Context: an optimization exercise on an open-source flow, tuned for small area, a short achievable clock period and few clock cycles. The choices shown serve that exercise and are no tape-out recipe. The RTL was checked by simulation tests, not by an equivalence proof against the original design.

==> flow/design.v (excerpt) <==
module qd_core (
    input  wire        clk,
    input  wire        rst,             
    input  wire        req_valid,
    output wire        req_ready,
    input  wire [31:0] req_value,
    input  wire [31:0] req_cursor,
    input  wire [31:0] req_capacity,
    output wire        wr_valid,
    output wire [31:0] wr_addr,
    output wire [15:0] wr_data,
    output wire [1:0]  wr_be,
    output wire        rsp_valid,
    output wire [31:0] rsp_cursor,
    output wire [3:0]  rsp_len,
    output wire        rsp_status
);
    function [3:0] stp;
        input [3:0] x;
        begin
            stp[3] = (x[1]) | (x[0] & x[3]);
            stp[2] = (~x[0] & ~x[1] & x[2]) | (x[0] & x[1] & x[2]);
            stp[1] = (x[0] & ~x[1] & ~x[3]) | (~x[0] & x[1]);
            stp[0] = (x[1] & ~x[2]) | (x[0] & ~x[1] & x[2]) | (~x[0] & x[3]);
        end
    endfunction
    function [3:0] dec;
        input [3:0] x;
        begin
            dec[3] = (x[0] & x[3]);
            dec[2] = (x[0] & ~x[1] & ~x[3]) | (~x[0] & x[3]);
            dec[1] = (x[0] & x[1] & ~x[3]) | (x[2]) | (~x[0] & x[1] & x[3]);
            dec[0] = (x[1] & ~x[3]) | (~x[1] & x[3]);
        end
    endfunction
    function [39:0] dd8;
        input [39:0] acc;
        input [7:0]  b;
        reg   [39:0] s, t;
        reg   [40:0] ext;
  ...
Size: about 190 I/O pins, ~0.0094 mm2 of cells after synthesis.
==> flow/config.mk <==
export PLATFORM = sky130hd
export DESIGN_NAME = qd_core
export DESIGN_NICKNAME = qd_core
export VERILOG_FILES = /design/flow/design.v
export SDC_FILE = /design/flow/constraint.sdc
export NUM_CORES = 4
export LEC_CHECK = 0
export ABC_AREA = 1
export CAP_MARGIN = 20
export CORE_MARGIN = 2
export CORE_UTILIZATION = 40
export CTS_BUF_LIST = sky130_fd_sc_hd__clkbuf_8
export CTS_CLUSTER_SIZE = 30
export SLEW_MARGIN = 20
==> flow/constraint.sdc <==
create_clock -name core_clock -period 16.0 [get_ports {clk}]
set_input_delay 3.2000 -clock core_clock [delete_from_list [all_inputs] [get_ports {clk}]]
set_output_delay 3.2000 -clock core_clock [all_outputs]
set_load 0.01 [all_outputs]
standard.sh (not shown) runs the stock make flow with config.mk's settings and CLKGATE_MAP_FILE= SYNTH_SCRIPT=/design/flow/synth_recipe.tcl, a recipe that flattens the netlist after the stock synthesis.
==> flow/flow/run.sh <==
#!/bin/bash
# Layout flow: the standard synthesis and layout (standard.sh), with two
# changes to how the layout is made:
#  - the port buffers that global placement inserts are buf_1 cells rather
#    than the delay-buffer cells buffer_ports picks on its own;
set -euo pipefail
export BUFFER_PORTS_ARGS="-buffer_cell sky130_fd_sc_hd__buf_1"
export SETUP_SLACK_MARGIN="${QD_SETUP_MARGIN:-9.0}"
bash standard.sh synth > log_synth.txt 2>&1
bash standard.sh floorplan > log_floorplan.txt 2>&1
bash standard.sh place > log_place.txt 2>&1
bash standard.sh cts > log_cts.txt 2>&1
bash standard.sh route > log_route.txt 2>&1
bash standard.sh finish > log_finish.txt 2>&1
Testbench counts at the start, summed over its fixed seeds: cycles 15,321.
Next try:
--- a/flow/design.v
+++ b/flow/design.v
@@ -29,14 +29,30 @@
         begin
             dec[3] = (x[0] & x[3]);
             dec[2] = (x[0] & ~x[1] & ~x[3]) | (~x[0] & x[3]);
             dec[1] = (x[0] & x[1] & ~x[3]) | (x[2]) | (~x[0] & x[1] & x[3]);
             dec[0] = (x[1] & ~x[3]) | (~x[1] & x[3]);
         end
     endfunction
+    function [11:0] dec8;
+        input [7:0] b;
+        reg   [11:0] s, t;
+        reg   [12:0] ext;
+        integer i, d;
+        begin
+            s = 12'd0;
+            for (i = 0; i < 8; i = i + 1) begin
+                ext = {s, b[7 - i]};
+                for (d = 0; d < 3; d = d + 1)
+                    t[4*d +: 4] = stp({s[4*d +: 3], ext[4*d]});
+                s = t;
+            end
+            dec8 = s;
+        end
+    endfunction
     function [39:0] dd8;
         input [39:0] acc;
         input [7:0]  b;
         reg   [39:0] s, t;
         reg   [40:0] ext;
         integer i, d;
         begin
@@ -59,14 +75,15 @@
     reg         rsp;         
     reg         ready;       
     reg         st;          
     reg  [1:0]  cnt;         
     reg  [39:0] acc;         
     reg  [2:0]  p;           
     reg         single;      
+    reg  [3:0]  len;         
     reg  [31:0] cur;         
     reg         half_ones;   
     function [39:0] flip;
         input [39:0] x;
         integer k;
         begin
             for (k = 0; k < 10; k = k + 1) flip[4*k +: 4] = x[36-4*k +: 4];
@@ -75,49 +92,41 @@
     wire        cap_small = (req_capacity[31:4] == 28'd0) && (req_capacity[3:0] < 4'd10);
     wire        nz3     = |req_value[31:24];
     wire        nz2     = |req_value[23:16];
     wire        nz1     = |req_value[15:8];
     wire [1:0]  top     = nz3 ? 2'd3 : nz2 ? 2'd2 : nz1 ? 2'd1 : 2'd0;
     wire [7:0]  topbyte = nz3 ? req_value[31:24] : nz2 ? req_value[23:16] :
                           nz1 ? req_value[15:8]  : req_value[7:0];
+    wire [11:0] top_dec = dec8(topbyte);
     wire [23:0] low_bytes = {req_value[23:16] & {8{nz3}},
                              req_value[15:8]  & {8{nz3 | nz2}},
                              req_value[7:0]   & {8{nz3 | nz2 | nz1}}};
     wire        small_ge10  = (req_value[7:0] >= 8'd10);
     wire        small_ge100 = (req_value[7:0] >= 8'd100);
-    wire [7:0]  nxt_byte = ready ? topbyte :
-                           (cnt == 2'd3) ? acc[23:16] : (cnt == 2'd2) ? acc[15:8] : acc[7:0];
-    wire [39:0] acc_dig  = {acc[39:24] & {16{~ready}},
-                            acc[23:16] & {8{~ready & (cnt != 2'd3)}},
-                            acc[15:8]  & {8{~ready & (cnt == 2'd1)}},
+    wire [7:0]  nxt_byte = (cnt == 2'd3) ? acc[23:16] : (cnt == 2'd2) ? acc[15:8] : acc[7:0];
+    wire [39:0] acc_dig  = {acc[39:24],
+                            acc[23:16] & {8{cnt != 2'd3}},
+                            acc[15:8]  & {8{cnt == 2'd1}},
                             acc[7:0]};
     wire [39:0] dig_step = dd8(flip(acc_dig), nxt_byte);
     wire [39:0] acc_dd   = flip(dig_step);
     wire [39:0] acc_step = {acc_dd[39:16],
                             (cnt == 2'd3) ? acc[15:8] : acc_dd[15:8],
                             (cnt != 2'd1) ? acc[7:0]  : acc_dd[7:0]};
     wire        pz4 = |dig_step[39:32];
     wire        pz3 = |dig_step[31:24];
     wire        pz2 = |dig_step[23:16];
     wire        pz1 = |dig_step[15:8];
     wire [2:0]  p_step = pz4 ? 3'd4 : pz3 ? 3'd3 : pz2 ? 3'd2 : pz1 ? 3'd1 : 3'd0;
     wire        odd_step = pz4 ? ~|dig_step[39:36] : pz3 ? ~|dig_step[31:28] :
                            pz2 ? ~|dig_step[23:20] : pz1 ? ~|dig_step[15:12] :
                            ~|dig_step[7:4];
+    wire [3:0]  len_step = (pz4 ? 4'd10 : pz3 ? 4'd8 : pz2 ? 4'd6 : pz1 ? 4'd4 : 4'd2)
+                           - {3'd0, odd_step};
     wire [39:0] dig = flip(acc);
-    wire [9:0]  nzd;
-    genvar gk;
-    generate
-        for (gk = 0; gk < 10; gk = gk + 1) begin : g_nz
-            assign nzd[gk] = |dig[4*gk +: 4];
-        end
-    endgenerate
-    wire [3:0]  len = nzd[9] ? 4'd10 : nzd[8] ? 4'd9 : nzd[7] ? 4'd8 : nzd[6] ? 4'd7 :
-                      nzd[5] ? 4'd6  : nzd[4] ? 4'd5 : nzd[3] ? 4'd4 : nzd[2] ? 4'd3 :
-                      nzd[1] ? 4'd2  : 4'd1;
     reg  [7:0]  pair;
     always @(*) begin
         case (p)
             3'd4:    pair = dig[39:32];
             3'd3:    pair = dig[31:24];
             3'd2:    pair = dig[23:16];
             3'd1:    pair = dig[15:8];
@@ -146,15 +155,15 @@
     assign req_ready  = ready;
     assign wr_valid   = beat & ~rst;
     assign wr_addr    = cur;
     assign wr_data    = {4'h3, dec(pair[3:0]), 4'h3, dec(single ? pair[3:0] : pair[7:4])};
     assign wr_be      = {~single, 1'b1};
     assign rsp_valid  = rsp & ~rst;
     assign rsp_cursor = cur_next;
-    assign rsp_len    = st ? 4'd0 : len;
+    assign rsp_len    = len;
     assign rsp_status = st;
     wire accept = req_valid & ready;
     always @(posedge clk) begin
         cur       <= accept ? req_cursor : cur_next;
         half_ones <= accept ? &req_cursor[17:2] : &cur_next[17:2];
         cnt       <= accept ? top : cnt - 2'd1;
         if (accept) begin
@@ -167,16 +176,18 @@
             p      <= p - 3'd1;
             single <= 1'b0;
         end
     end
     always @(posedge clk) begin
         if (accept) begin
             st  <= cap_small;
-            acc <= {acc_dd[39:24], low_bytes};
+            len <= cap_small ? 4'd0 : small_ge100 ? 4'd3 : small_ge10 ? 4'd2 : 4'd1;
+            acc <= {top_dec[3:0], top_dec[7:4], top_dec[11:8], 4'd0, low_bytes};
         end else if (conv) begin
+            len <= len_step;
             acc <= acc_step;
         end
     end
     always @(posedge clk) begin
         if (rst) begin
             conv  <= 1'b0;
             beat  <= 1'b0;
Clock skew stays flat.
Routed wire length went up by about 6%.
Non-clock buffer count went down by 7.
Final area went up by 2.5%.
Global-route usage went down by 0.15 points.
Final cell count went up by about 4%.
Synthesized area went up by 4.5%.
Sequential share of layout area went up by 0.16 points.
Via count went up by 4.2%.
Testbench counts after the change, summed over its fixed seeds: cycles 15,321.

separate check: timing with driven ports:
The results above use ideal ports. As a check the final layouts listed here were re-extracted and re-timed, cells and wires unchanged. Step 1 (the two cells are an assumption about what drives the block):
set clk [get_ports {clk}]
set_driving_cell -lib_cell sky130_fd_sc_hd__clkbuf_16 $clk
set_driving_cell -lib_cell sky130_fd_sc_hd__buf_2 [delete_from_list [all_inputs] $clk]
Step 2 moves the port delays by t, midway between the first and last clock arrival at a register: inputs arrive t later, outputs are due t later. That takes back most of the time a late clock gives input paths. a / b / c = no drivers / after step 1 / after step 2; a / b = the first two.
run	t (ns)	slack for setup (ns)	hold WS [ns]	worst setup path at the end	worst register clock-pin slew, ns
the first run	0.415	9.133 / 9.099 / 8.976	0.570 / 0.570 / 0.570	input to register	0.10 / 0.10
the second run	0.415	9.122 / 9.093 / 9.093	0.561 / 0.561 / 0.561	input to output	0.10 / 0.10
After both steps every run listed still meets setup and hold. The setup slack of the first run, which loses most, moves by -0.034 ns with the drivers and by -0.157 ns with both steps.
